Context: an optimization exercise on an open-source flow, tuned for small area. The choices shown serve that exercise and are no tape-out recipe.
Only simulation tests tie the RTL to the original design; equivalence was not proved.
The clock cells of this run come from the design's own scripts or RTL, not from TritonCTS.
The flow treats the clock pin as an ideal source. Dropping or thinning the clock tree relies on that and would not hold on a real chip.

<file path="flow/design.v">
module camctl_bus (
    input  wire       clk,
    input  wire       rst,
    input  wire       cmd_valid,
    output wire       cmd_ready,
    input  wire [2:0] cmd_op,
    input  wire [7:0] cmd_addr,
    input  wire [7:0] cmd_val,
    output wire       rsp_valid,
    output reg  [1:0] rsp_status,    
    output wire [7:0] rsp_code,
    output wire [7:0] rsp_data,
    output wire       tr_req,
    output reg        tr_we,
    output reg  [7:0] tr_addr,
    output reg  [7:0] tr_wdata,
    input  wire       tr_done,
    input  wire       tr_fail,
    input  wire [7:0] tr_rdata,
    output wire       log_valid,
    output wire [1:0] log_kind,
    output wire [7:0] log_data
);
    localparam [3:0] S_IDLE = 4'd0;
    localparam [3:0] S_RS   = 4'd1;    
    localparam [3:0] S_RT1  = 4'd2;    
    localparam [3:0] S_RP1  = 4'd3;    
    localparam [3:0] S_RL1  = 4'd4;    
    localparam [3:0] S_RT2  = 4'd5;    
    localparam [3:0] S_RP2  = 4'd6;    
    localparam [3:0] S_RL2  = 4'd7;    
    localparam [3:0] S_RR   = 4'd8;    
    localparam [3:0] S_WS   = 4'd9;    
    localparam [3:0] S_WV   = 4'd10;   
    localparam [3:0] S_WT   = 4'd11;   
    localparam [3:0] S_WP   = 4'd12;   
    localparam [3:0] S_RESP = 4'd13;   
    localparam [3:0] S_P    = 4'd14;   
    reg  [3:0] step;
    reg  [7:0] ra;
    reg  [7:0] rv;
    reg        rd;          
    reg        sent;        
    wire [2:0] dly = rv[2:0];   
    wire [2:0] att = rv[5:3];   
    wire       pq  = rv[6];     
    wire latched = |rsp_status;
    wire poll    = (step == S_RP1) || (step == S_RP2) || (step == S_WP);
    wire reqstep = (step == S_RS) || (step == S_RT1) || (step == S_RT2) ||
                   (step == S_RR) || (step == S_WS) || (step == S_WV) ||
                   (step == S_WT) || (step == S_P);
    wire ans     = tr_done || tr_fail;
    assign cmd_ready = (step == S_IDLE);
    assign tr_req    = !latched && (reqstep || (poll && pq));
    assign rsp_valid  = (step == S_RESP);
    assign rsp_code   = ra & {8{rsp_status == 2'd1}};
    assign rsp_data   = ra & {8{rd && !latched}};
    wire st_ok   = (tr_rdata == 8'h00);
    wire st_busy = (tr_rdata == 8'h03);
    wire st_fail = (tr_rdata == 8'h04);
    wire unk_log = poll && pq && tr_done && !(st_ok || st_busy || st_fail);
    assign log_valid = unk_log || (step == S_RL1) || (step == S_RL2);
    assign log_kind  = unk_log ? 2'd1 : 2'd2;
    assign log_data  = unk_log ? tr_rdata : {6'd0, step == S_RL2, step == S_RL1};
    always @(*) begin
        tr_we    = 1'b1;
        tr_addr  = 8'hF5;
        tr_wdata = 8'h00;
        case (step)
        S_RS:  begin tr_addr = 8'hF2; tr_wdata = sent ? rv : ra; end
        S_RT1: tr_wdata = 8'h33;
        S_RT2: tr_wdata = 8'hF9;
        S_RR:  begin tr_we = 1'b0; tr_addr = 8'hF4; end
        S_WS:  begin tr_addr = 8'hF2; tr_wdata = sent ? 8'hFF : ra; end
        S_WV:  begin tr_addr = 8'hF3; tr_wdata = sent ? 8'h00 : rv; end
        S_WT:  tr_wdata = 8'h37;
        S_P:   begin tr_we = !rd; tr_addr = ra; tr_wdata = rv; end
        default: begin tr_we = 1'b0; tr_addr = 8'hF6; end
        endcase
    end
    wire poll_end  = poll && (latched || (pq && ans && (tr_fail || st_ok || st_fail || att == 3'd5)));
    wire poll_good = pq && tr_done && st_ok;
    wire trigger = (step == S_RT1) || (step == S_RT2) || (step == S_WT);
    always @(posedge clk) begin
        if (step == S_IDLE) begin
            if (!latched)
                ra <= cmd_addr;
            rv   <= cmd_val;
            rd   <= (cmd_op == 3'd1) || (cmd_op == 3'd4);
            sent <= (cmd_op == 3'd5) && (cmd_addr == 8'hFF);
        end else begin
            if (ans && !latched)
                ra <= tr_rdata;
            if (trigger)
                rv[6:0] <= 7'd0;
            else if (poll && !latched) begin
                if (!pq) begin
                    rv[5:0] <= rv[5:0] + 6'd1;
                    if (dly == 3'd7)
                        rv[6] <= 1'b1;
                end else if (ans) begin
                    rv[6] <= 1'b0;
                end
            end
        end
    end
    always @(posedge clk) begin
        if (rst) begin
            step <= S_IDLE;
            rsp_status <= 2'd0;
        end else begin
            if (tr_req && tr_fail)
                rsp_status <= 2'd1;
            case (step)
            S_IDLE: if (cmd_valid) begin
                if (cmd_op == 3'd2) begin
                    rsp_status <= 2'd0;
                    step <= S_RESP;
                end else if (latched || cmd_op[2:1] == 2'b11)
                    step <= S_RESP;       
                else if (cmd_op == 3'd4 || (cmd_op == 3'd5 && cmd_addr == 8'hFF))
                    step <= S_RS;
                else if (cmd_op[2] || cmd_op[1])
                    step <= S_WS;
                else
                    step <= S_P;
            end
            S_RP1, S_RP2: if (poll_end)
                step <= poll_good ? step + 4'd2 : step + 4'd1;
            S_WP: if (poll_end) begin
                if (!poll_good && !latched && !tr_fail)
                    rsp_status <= 2'd2;
                step <= S_RESP;
            end
            S_RR: if (latched || ans)
                step <= sent ? S_WS : S_RESP;
            S_P: if (latched || ans)
                step <= S_RESP;
            S_RESP: step <= S_IDLE;
            S_RL1, S_RL2: step <= step + 4'd1;
            default: if (latched || ans)
                step <= step + 4'd1;
            endcase
        end
    end
endmodule
module camctl_rx (
    input  wire        clk,
    input  wire        rst,
    input  wire        s_valid,
    input  wire [7:0]  s_data,
    input  wire        s_last,
    input  wire        s_restart,
    input  wire        cfg_varlen,
    input  wire [23:0] cfg_expected,
    output reg         q_valid,
    output wire [1:0]  q_outcome,
    output wire        q_close,
    output wire [11:0] q_len
);
    localparam [1:0] O_FIRST     = 2'd0;
    localparam [1:0] O_INTER     = 2'd1;
    localparam [1:0] O_LAST      = 2'd2;
    localparam [1:0] O_DISCARDED = 2'd3;
    reg  [3:0]  pos;         
    reg         bad;         
    reg         fid;
    reg         eof;
    reg         boundary;    
    reg  [31:0] pts;         
    reg  [31:0] last_pts;
    reg         last_zero;   
    reg         last_fid;
    reg         discarding;
    reg         frame_open;
    reg  [23:0] acc;         
    reg         over;        
    wire [10:0] plen = pts[10:0];
    reg  [7:0]  last_byte;
    always @(*) begin
        case (pos[1:0])
        2'd2:    last_byte = last_pts[7:0];
        2'd3:    last_byte = last_pts[15:8];
        2'd0:    last_byte = last_pts[23:16];
        default: last_byte = last_pts[31:24];
        endcase
        if (last_zero)
            last_byte = 8'd0;
    end
    wire first_now = s_valid && pos == 4'd11 && boundary && !bad;
    always @(posedge clk) begin
        if (rst) begin
            pos     <= 4'd0;
            q_valid <= 1'b0;
        end else begin
            q_valid <= s_valid && s_last;
            if (s_valid) begin
                if (s_last)
                    pos <= 4'd0;
                else if (pos != 4'd12)
                    pos <= pos + 4'd1;
            end
        end
    end
    always @(posedge clk) begin
        if (s_valid) begin
            if (pos == 4'd0)
                bad <= (s_data != 8'd12);
            if (pos == 4'd1) begin
                bad      <= bad || s_data[6] || !s_data[2];
                fid      <= s_data[0];
                eof      <= s_data[1];
                boundary <= (s_data[0] != last_fid);
            end
            if (s_last && pos < 4'd11)
                bad <= 1'b1;
            if (pos >= 4'd2 && pos <= 4'd5) begin
                pts      <= {s_data, pts[31:8]};
                boundary <= boundary || (s_data != last_byte);
            end
            if (pos == 4'd11)
                pts[10:0] <= 11'd0;
            if (pos == 4'd12)
                pts[10:0] <= plen + 11'd1;
        end
    end
    always @(posedge clk) begin
        if (s_valid && pos == 4'd11 && boundary) begin
            acc  <= 24'd0;
            over <= 1'b0;
        end else if (s_valid && pos == 4'd12) begin
            acc  <= acc + 24'd1;
            over <= over || (&acc);
        end
    end
    wire size_bad = !cfg_varlen && (over || acc != cfg_expected);
    reg [1:0] outc;
    always @(*) begin
        if (bad)              outc = O_DISCARDED;
        else if (boundary)    outc = O_FIRST;
        else if (discarding)  outc = O_DISCARDED;
        else if (!frame_open) outc = O_DISCARDED;
        else if (eof)         outc = size_bad ? O_DISCARDED : O_LAST;
        else                  outc = O_INTER;
    end
    assign q_outcome = outc;
    assign q_close   = frame_open && (outc == O_FIRST);
    assign q_len     = {1'b0, plen & {11{outc != O_DISCARDED}}};
    always @(posedge clk) begin
        if (first_now)
            last_pts <= pts;
        if (rst || s_restart) begin
            last_zero  <= 1'b1;
            last_fid   <= 1'b0;
            discarding <= 1'b0;
            frame_open <= 1'b0;
        end else begin
            if (first_now) begin
                last_zero <= 1'b0;
                last_fid  <= fid;
            end
            if (q_valid) begin
                case (outc)
                O_FIRST: begin
                    discarding <= 1'b0;
                    frame_open <= 1'b1;
                end
                O_LAST: begin
                    last_zero  <= 1'b1;
                    frame_open <= 1'b0;
                end
                O_DISCARDED: begin
                    discarding <= 1'b1;
                    frame_open <= 1'b0;
                end
                default: ;
                endcase
            end
        end
    end
endmodule
module camctl (
    input  wire        clk,
    input  wire        rst,
    input  wire        cmd_valid,
    output wire        cmd_ready,
    input  wire [2:0]  cmd_op,
    input  wire [7:0]  cmd_addr,
    input  wire [7:0]  cmd_val,
    output wire        rsp_valid,
    output wire [1:0]  rsp_status,
    output wire [7:0]  rsp_code,
    output wire [7:0]  rsp_data,
    output wire        tr_req,
    output wire        tr_we,
    output wire [7:0]  tr_addr,
    output wire [7:0]  tr_wdata,
    input  wire        tr_done,
    input  wire        tr_fail,
    input  wire [7:0]  tr_rdata,
    output wire        log_valid,
    output wire [1:0]  log_kind,
    output wire [7:0]  log_data,
    input  wire        s_valid,
    input  wire [7:0]  s_data,
    input  wire        s_last,
    input  wire        s_restart,
    input  wire        cfg_varlen,
    input  wire [23:0] cfg_expected,
    output wire        q_valid,
    output wire [1:0]  q_outcome,
    output wire        q_close,
    output wire [11:0] q_len
);
    camctl_bus u_bus (
        .clk        (clk),
        .rst        (rst),
        .cmd_valid  (cmd_valid),
        .cmd_ready  (cmd_ready),
        .cmd_op     (cmd_op),
        .cmd_addr   (cmd_addr),
        .cmd_val    (cmd_val),
        .rsp_valid  (rsp_valid),
        .rsp_status (rsp_status),
        .rsp_code   (rsp_code),
        .rsp_data   (rsp_data),
        .tr_req     (tr_req),
        .tr_we      (tr_we),
        .tr_addr    (tr_addr),
        .tr_wdata   (tr_wdata),
        .tr_done    (tr_done),
        .tr_fail    (tr_fail),
        .tr_rdata   (tr_rdata),
        .log_valid  (log_valid),
        .log_kind   (log_kind),
        .log_data   (log_data)
    );
    camctl_rx u_rx (
        .clk          (clk),
        .rst          (rst),
        .s_valid      (s_valid),
        .s_data       (s_data),
        .s_last       (s_last),
        .s_restart    (s_restart),
        .cfg_varlen   (cfg_varlen),
        .cfg_expected (cfg_expected),
        .q_valid      (q_valid),
        .q_outcome    (q_outcome),
        .q_close      (q_close),
        .q_len        (q_len)
    );
endmodule
</file>
<file path="flow/flow/run.sh">
#!/bin/bash
# Standard ORFS layout with three changes:
#  - after the standard synthesis, its combinational logic is re-mapped for
#    area by flow/resyn.tcl (registers untouched), with the abc scripts
#    flow/resyn_*.abc and several deepsyn seeds; the smallest netlist whose
#    pre-layout setup slack is at least 0.6 ns is laid out (the standard
#    netlist if none is);
#  - ports get buf_1 buffers;
#  - the clock tree is two levels of buffers built by flow/cts_hook.tcl.
# Each tool's output goes to a log file in this folder.
set -euo pipefail
here=$(pwd)
platform=$FLOW_HOME/platforms/sky130hd
lib=$platform/lib/sky130_fd_sc_hd__tt_025C_1v80.lib
res=$here/orfs/results/sky130hd/camctl/base

bash standard.sh synth > synth.log 2>&1

cp $res/1_2_yosys.v $here/std_synth.v
dont_use="$(grep -o 'cell *( *"\?sky130_fd_sc_hd__\(lpflow\|probe\)[a-z0-9_]*' $lib | grep -o 'sky130_fd_sc_hd__[a-z0-9_]*' | sort -u | tr '\n' ' ')"
# candidates: each abc script template with several deepsyn seeds, at most
# NUM_CORES at a time
cands=
for t in amap:1 amap:2 amap:3 amap:4 amap:5 amap:6 nfr:1 nfr:2; do
    c=resyn_${t%%:*}_s${t##*:}
    sed "s/SEED/${t##*:}/" $here/flow/resyn_${t%%:*}.abc > $here/$c.abc
    cands="$cands $c"
done
for c in $cands; do
    while (( $(jobs -r | wc -l) >= ${NUM_CORES:-4} )); do sleep 1; done
    (
        RESYN_IN=$here/std_synth.v RESYN_OUT=$here/$c.v RESYN_LIB=$lib RESYN_ABC=$here/$c.abc \
        RESYN_DONT_USE="$dont_use" yosys -c $here/flow/resyn.tcl > $c.log 2>&1 || true
    ) &
done
wait
best=$here/std_synth.v
best_area=
for c in $cands; do
    [[ -s $here/$c.v ]] || continue
    area=$(grep "Chip area for module '\\\\camctl'" $c.log | tail -1 | awk '{print $NF}')
    STA_NETLIST=$here/$c.v STA_PLATFORM=$platform STA_SDC=$here/constraint.sdc \
        openroad -no_init -exit $here/flow/sta.tcl > $c.sta.log 2>&1 || true
    slack=$(grep '^slack' $c.sta.log | awk '{print $2}')
    echo "$c area $area slack $slack" >> choice.log
    [[ -n "$area" && -n "$slack" ]] || continue
    if awk -v s=$slack 'BEGIN { exit !(s >= 0.6) }' &&
       { [[ -z "$best_area" ]] || awk -v a=$area -v b=$best_area 'BEGIN { exit !(a < b) }'; }; then
        best=$here/$c.v
        best_area=$area
    fi
done
echo "chosen $best" >> choice.log
cp $best $res/1_2_yosys.v
rm -f $res/1_synth.odb $res/1_synth.sdc

export BUFFER_PORTS_ARGS="-buffer_cell sky130_fd_sc_hd__buf_1"
export PRE_CTS_TCL="$here/flow/cts_hook.tcl"
export MY_CTS_LEAVES=${MY_CTS_LEAVES:-8}
export MY_CTS_LEAF=${MY_CTS_LEAF:-sky130_fd_sc_hd__clkbuf_8}
export MY_CTS_ROOT=${MY_CTS_ROOT:-sky130_fd_sc_hd__clkbuf_4}
bash standard.sh > layout.log 2>&1
</file>
<file path="flow/flow/cts_hook.tcl">
# Sourced by ORFS cts.tcl before its clock_tree_synthesis call (PRE_CTS_TCL).
# Replaces clock_tree_synthesis with a two-level tree: one root buffer on the
# clock port driving one leaf buffer per group of flip-flops (the
# placed clock pins split at medians into groups of nearly equal size).
# Every flip-flop is two buffers from the port.

proc clock_tree_synthesis { args } {
  set nleaf     [expr { [info exists ::env(MY_CTS_LEAVES)] ? $::env(MY_CTS_LEAVES) : 4 }]
  set leaf_cell [expr { [info exists ::env(MY_CTS_LEAF)] ? $::env(MY_CTS_LEAF) : "sky130_fd_sc_hd__clkbuf_8" }]
  set root_cell [expr { [info exists ::env(MY_CTS_ROOT)] ? $::env(MY_CTS_ROOT) : "sky130_fd_sc_hd__clkbuf_4" }]
  set db    [ord::get_db]
  set block [ord::get_db_block]
  set clk   [$block findNet clk]
  set sinks {}
  set xs {}
  set ys {}
  foreach it [$clk getITerms] {
    set loc [$it getAvgXY]
    lappend sinks $it
    lappend xs [lindex $loc 1]
    lappend ys [lindex $loc 2]
  }
  set n [llength $sinks]
  puts "my_cts: $n sinks, $nleaf leaves of $leaf_cell, root $root_cell"
  # split the clock pins at medians, along the wider side of each group,
  # into nleaf groups of nearly equal size
  set all {}
  for { set i 0 } { $i < $n } { incr i } { lappend all $i }
  set todo [list [list $all $nleaf]]
  set groups {}
  while { [llength $todo] > 0 } {
    lassign [lindex $todo 0] members k
    set todo [lrange $todo 1 end]
    if { $k <= 1 } {
      lappend groups $members
      continue
    }
    set gx {}
    set gy {}
    foreach i $members {
      lappend gx [lindex $xs $i]
      lappend gy [lindex $ys $i]
    }
    set wx [expr { [tcl::mathfunc::max {*}$gx] - [tcl::mathfunc::min {*}$gx] }]
    set wy [expr { [tcl::mathfunc::max {*}$gy] - [tcl::mathfunc::min {*}$gy] }]
    set keyed {}
    foreach i $members {
      lappend keyed [list $i [expr { $wx >= $wy ? [lindex $xs $i] : [lindex $ys $i] }]]
    }
    set sorted {}
    foreach e [lsort -integer -index 1 $keyed] { lappend sorted [lindex $e 0] }
    set k1 [expr { $k / 2 }]
    set h [expr { [llength $sorted] * $k1 / $k }]
    lappend todo [list [lrange $sorted 0 [expr { $h - 1 }]] $k1]
    lappend todo [list [lrange $sorted $h end] [expr { $k - $k1 }]]
  }
  set nleaf [llength $groups]
  set asg [lrepeat $n 0]
  set cx {}
  set cy {}
  set sc {}
  set k 0
  foreach g $groups {
    set sx 0.0
    set sy 0.0
    foreach i $g {
      lset asg $i $k
      set sx [expr { $sx + [lindex $xs $i] }]
      set sy [expr { $sy + [lindex $ys $i] }]
    }
    lappend cx [expr { int($sx / [llength $g]) }]
    lappend cy [expr { int($sy / [llength $g]) }]
    lappend sc [llength $g]
    incr k
  }
  set root_master [$db findMaster $root_cell]
  set leaf_master [$db findMaster $leaf_cell]
  set root [odb::dbInst_create $block $root_master clkbuf_root]
  set rnet [odb::dbNet_create $block clknet_root]
  $rnet setSigType CLOCK
  [$root findITerm A] connect $clk
  [$root findITerm X] connect $rnet
  set ax 0.0
  set ay 0.0
  set used 0
  for { set k 0 } { $k < $nleaf } { incr k } {
    if { [lindex $sc $k] == 0 } { continue }
    set b [odb::dbInst_create $block $leaf_master clkbuf_leaf_$k]
    set net [odb::dbNet_create $block clknet_leaf_$k]
    $net setSigType CLOCK
    [$b findITerm A] connect $rnet
    [$b findITerm X] connect $net
    for { set i 0 } { $i < $n } { incr i } {
      if { [lindex $asg $i] == $k } {
        set it [lindex $sinks $i]
        $it disconnect
        $it connect $net
      }
    }
    $b setLocation [lindex $cx $k] [lindex $cy $k]
    $b setPlacementStatus PLACED
    set ax [expr { $ax + [lindex $cx $k] }]
    set ay [expr { $ay + [lindex $cy $k] }]
    incr used
    puts "my_cts: leaf $k at [lindex $cx $k] [lindex $cy $k] with [lindex $sc $k] sinks"
  }
  $root setLocation [expr { int($ax / $used) }] [expr { int($ay / $used) }]
  $root setPlacementStatus PLACED
  $clk setSigType CLOCK
  set_propagated_clock [all_clocks]
}
</file>
<file path="flow/flow/resyn.tcl">
# Yosys script (yosys -c): re-map the combinational logic of the standard
# synthesis netlist for area. Flip-flops and tie cells stay as they are, with
# their instance names, so the registers match the standard synthesis.
# Environment: RESYN_IN, RESYN_OUT (netlists), RESYN_LIB (liberty),
# RESYN_ABC (abc script), RESYN_DONT_USE (cells abc must not use).
yosys read_liberty -ignore_miss_func $::env(RESYN_LIB)
yosys read_verilog $::env(RESYN_IN)
yosys hierarchy -top camctl
yosys setattr -mod -set keep_hierarchy 1 sky130_fd_sc_hd__*df* sky130_fd_sc_hd__*dl* sky130_fd_sc_hd__conb_1
yosys flatten
yosys opt_clean -purge
set dont_use {}
foreach c $::env(RESYN_DONT_USE) { lappend dont_use -dont_use $c }
yosys abc -liberty $::env(RESYN_LIB) {*}$dont_use -script $::env(RESYN_ABC)
yosys opt_clean -purge
yosys read_liberty -lib -overwrite -ignore_miss_func $::env(RESYN_LIB)
yosys hilomap -singleton -hicell sky130_fd_sc_hd__conb_1 HI -locell sky130_fd_sc_hd__conb_1 LO
yosys insbuf -buf sky130_fd_sc_hd__buf_1 A X
yosys select camctl
yosys stat -liberty $::env(RESYN_LIB)
yosys check -assert
yosys write_verilog -noattr -nohex -nodec -selected $::env(RESYN_OUT)
</file>
<file path="flow/flow/resyn_amap.abc">
strash
&get -n
&deepsyn -T 10 -S SEED
&put
dch -f
amap
</file>
<file path="flow/flow/resyn_nfr.abc">
strash
&get -n
&deepsyn -T 10 -S SEED
&put
dch -f
&get -n
&nf -R 1000
&put
</file>
<file path="flow/flow/sta.tcl">
# Pre-layout setup slack of a netlist (no wires, ideal clock), to choose
# among re-mapped netlists. Environment: STA_NETLIST, STA_PLATFORM (the
# platform folder), STA_SDC.
set p $::env(STA_PLATFORM)
read_lef $p/lef/sky130_fd_sc_hd.tlef
read_lef $p/lef/sky130_fd_sc_hd_merged.lef
read_liberty $p/lib/sky130_fd_sc_hd__tt_025C_1v80.lib
read_verilog $::env(STA_NETLIST)
link_design camctl
read_sdc $::env(STA_SDC)
puts "slack [sta::format_time [sta::worst_slack_cmd max] 3]"
</file>
<file path="flow/standard.sh">
#!/bin/bash
# synth_recipe.tcl (not shown) runs the flow's synth.tcl, then flattens the netlist and writes it again
# the make line also repeats each setting of config.mk as NAME=value (left out here)
make -C /OpenROAD-flow-scripts/flow DESIGN_CONFIG=/design/flow/config.mk WORK_HOME=/design/flow/orfs CLKGATE_MAP_FILE= SYNTH_SCRIPT=/design/flow/synth_recipe.tcl "${@:-finish}"
</file>
<file path="flow/config.mk">
export PLATFORM = sky130hd
export DESIGN_NAME = camctl
export DESIGN_NICKNAME = camctl
export VERILOG_FILES = /design/flow/design.v
export SDC_FILE = /design/flow/constraint.sdc
export NUM_CORES = 4
export LEC_CHECK = 0
export CAP_MARGIN = 20
export CORE_MARGIN = 2
export CORE_UTILIZATION = 65
export SLEW_MARGIN = 20
</file>
<file path="flow/constraint.sdc">
create_clock -name core_clock -period 6.0 [get_ports {clk}]
set_input_delay 1.2000 -clock core_clock [delete_from_list [all_inputs] [get_ports {clk}]]
set_output_delay 1.2000 -clock core_clock [all_outputs]
set_load 0.01 [all_outputs]
</file>
==> results.toml <==
[status]
run_status = "finished clean"

[route]
vias = 5566
drt_first_iter_violations = 589
drt-pass1-iter-count = 8
routed_wl_mm = 15.09
drc = 0
antenna_left = 0
wire_per_inst_um = 16.37
viasPerCell = 6.037

[sta]
finClkSkew_ns = 0.01128
setup_tns_ns = 0
rsz0062_at_grt = "false"
setup_viol = 0
min_period_ns = 5.138
hold_ws_ns = 0.4424
slew_headroom_pct = 47.52
worst_pin_slew_ns = 0.7872
maxSlewViolCount = 0
period_share_pct = 85.63
final-hold-violation-count = 0
fmaxAchievable_mhz = 194.6

[setup_path]
arrival_ns = 5.51
cp-end-kind = "register"
crit_path_start_kind = "input port"
crit_type = "input port to register"
cp.required_ns = 6.37
crit_path_max_fanout = 13

[cts]
clk_pin_slew_worst_paths_ns = 0.10
insertion_delay_ns = 0.48
post_cts_buffers = 0
cts-resized-gates = 0
hold_buffers = 0

[power_and_ir_drop]
powerDensity_nw_per_um2 = 347.8
max-vdd-ir-drop_v = 0.0001882
leakage_nw = 2.234
p_total_mw = 2.372

[floorplan]
fp.dieArea_um2 = 10080
fp.coreArea_um2 = 9109
io_pins = 133
start_util_pct = 66.35
die_w_um = 100.4
die_h_um = 100.4
rows = 35

[cells_and_area]
postLayoutCoreUtil_pct = 74.86
antenna-diode-count = 0
synthToLayoutAreaGrowth_pct = 12.84
fill_cells = 724
drive_above_1_share_pct = 2.096
nets = 881

[place]
gp_congestion = 0.9632
dp_hpwl_mm = 11.60
numPortBuffers = 131

[grt]
grt_pass1_vias = 5068
antenna_found_initial = 0
grt_use_total_pct = 29.53
grt_pass1_wl_mm = 24.11
grt_start_max_net_pins = 35
gr-total-overflow = 0

[yosys]
syn_area_per_cell_um2 = 9.033
syn_inst = 669
ys_warn_count = 2
syn_area_um2 = 6043
syn-num-nets = 737

[min_path]
hp-class = "register to register"

[job]
drv_cap = 0
[registers in the layout, summed over array words and instances, names as in the netlist]
name,cells
u_rx.last_pts,32
u_rx.pts,32
u_rx.acc,24
u_bus.ra,8
u_bus.rv,8
u_bus.step,4
u_rx.pos,4
u_bus.rsp_status,2
u_bus.rd,1
u_bus.sent,1
u_rx.bad,1
u_rx.boundary,1
u_rx.discarding,1
u_rx.eof,1
u_rx.fid,1
u_rx.frame_open,1
u_rx.last_fid,1
u_rx.last_zero,1
u_rx.over,1
u_rx.q_valid,1
[layout make-up]
type	instances	area (um^2)	area share, %
Timing Repair Buffer	137	536.8	7.872
Sequential cell	126	3383	49.61
Multi-Input combinational cell	432	2241	32.86
Tap cell	111	138.9	2.037
Inverter	107	401.6	5.890
Buffer	9	117.6	1.725
[per-layer routing]
metal  vias to the layer above  part of all wire (%)  GRT usage (%)
met2                       308                    48          49.82
met1                      2551                    42          42.79
met5                         -                     0              0
li1                       2677                     -              -
met4                         0                   1.8          4.953
met3                        30                   8.3          2.577
[path summary, 6_finish.rpt]
check	from	endpoint	slack, ns	depth (start not counted)
setup / recovery	s_valid	u_rx.acc[23]	0.86	28
hold / removal	u_rx.pts[25]	u_rx.last_pts[25]	0.44	0
setup reg to reg	u_rx.pos[2]	u_rx.acc[23]	0.89	29
hold reg to reg	u_rx.pts[25]	u_rx.last_pts[25]	0.44	0
[cell usage in the layout, fill, tap and decap left out, drive strengths merged, types with 2 or more instances in the layout]
| cell type | instances |
|---|---|
| a21oi | 42 |
| o32ai | 13 |
| a221o | 3 |
| nor3 | 25 |
| nor2b | 6 |
| dfxtp | 40 |
| nor2 | 137 |
| o22ai | 13 |
| nor4 | 3 |
| clkinv | 107 |
| or3 | 2 |
| nand4 | 5 |
| buf | 137 |
| a221oi | 6 |
| o21ai | 50 |
| o221ai | 7 |
| edfxtp | 86 |
| clkbuf | 9 |
| o221a | 2 |
| nand2b | 2 |
| o41ai | 3 |
| nand2 | 58 |
| a222oi | 7 |
| nand3 | 7 |
| a22oi | 5 |
| a211oi | 13 |
| and3 | 3 |
| a31oi | 2 |
| a2111oi | 5 |
[power by group]
part	internal, mW	total (mW)	switching (mW)
clock	0.127	0.378	0.251
combinational	0.263	0.853	0.590
sequential	1.06	1.14	0.0788
total	1.45	2.37	0.920
[through the flow]
step / std cells / area (um^2) / worst slack, ns
after floorplan: 669 / 6043 / 1.241
after global placement: 913 / 6699 / 0.7939
after detailed placement: 913 / 6699 / 0.4762
after CTS: 922 / 6817 / 0.8918
after global routing: 922 / 6819 / 0.1627
final: 922 / 6819 / 0.8619
[worst max-delay path: stages]
cell	delay, ns
buf_1	0.07
clkinv_1	0.26
nor2_1	0.23
nand2_1	0.10
nor2_1	0.20
nand2_1	0.11
nor2_1	0.21
nand2_1	0.11
nor2_1	0.21
nand2_1	0.12
nor2_1	0.21
nand2_1	0.12
nor2_1	0.22
nand2_1	0.11
nor2_1	0.21
nand2_1	0.11
nor2_1	0.20
nand2_1	0.10
nor2_1	0.20
nand2_1	0.12
clkinv_1	0.08
and3_1	0.21
nand2_1	0.08
nor2_1	0.19
nand2_1	0.10
nor2_1	0.16
and2_0	0.19
nor3_1	0.06

-- separate check: timing with driven ports --
The flow's constraints put no driver on any port. The routed layout listed below was extracted and timed again, unchanged, in two steps. Step 1, drivers: a clkbuf_16 drives clk and a buf_2 each remaining input, both assumed. Step 2 times the ports against the registers' clock, not the clock port: input delays grow and output delays shrink by t, the midpoint of the rising clock arrivals with the driver on. Three values: ideal, step 1, step 2; two values: the first two.
t (ns): 0.505
setup WS [ns]: 0.862 / 0.870 / 0.365
hold WS [ns]: 0.442 / 0.442 / 0.442
slew at the worst register clock pin (ns): 0.10 / 0.10
After both steps setup and hold are still met in this run. For this run, drivers alone change the setup slack by +0.008 ns; drivers and shift together by -0.497 ns.
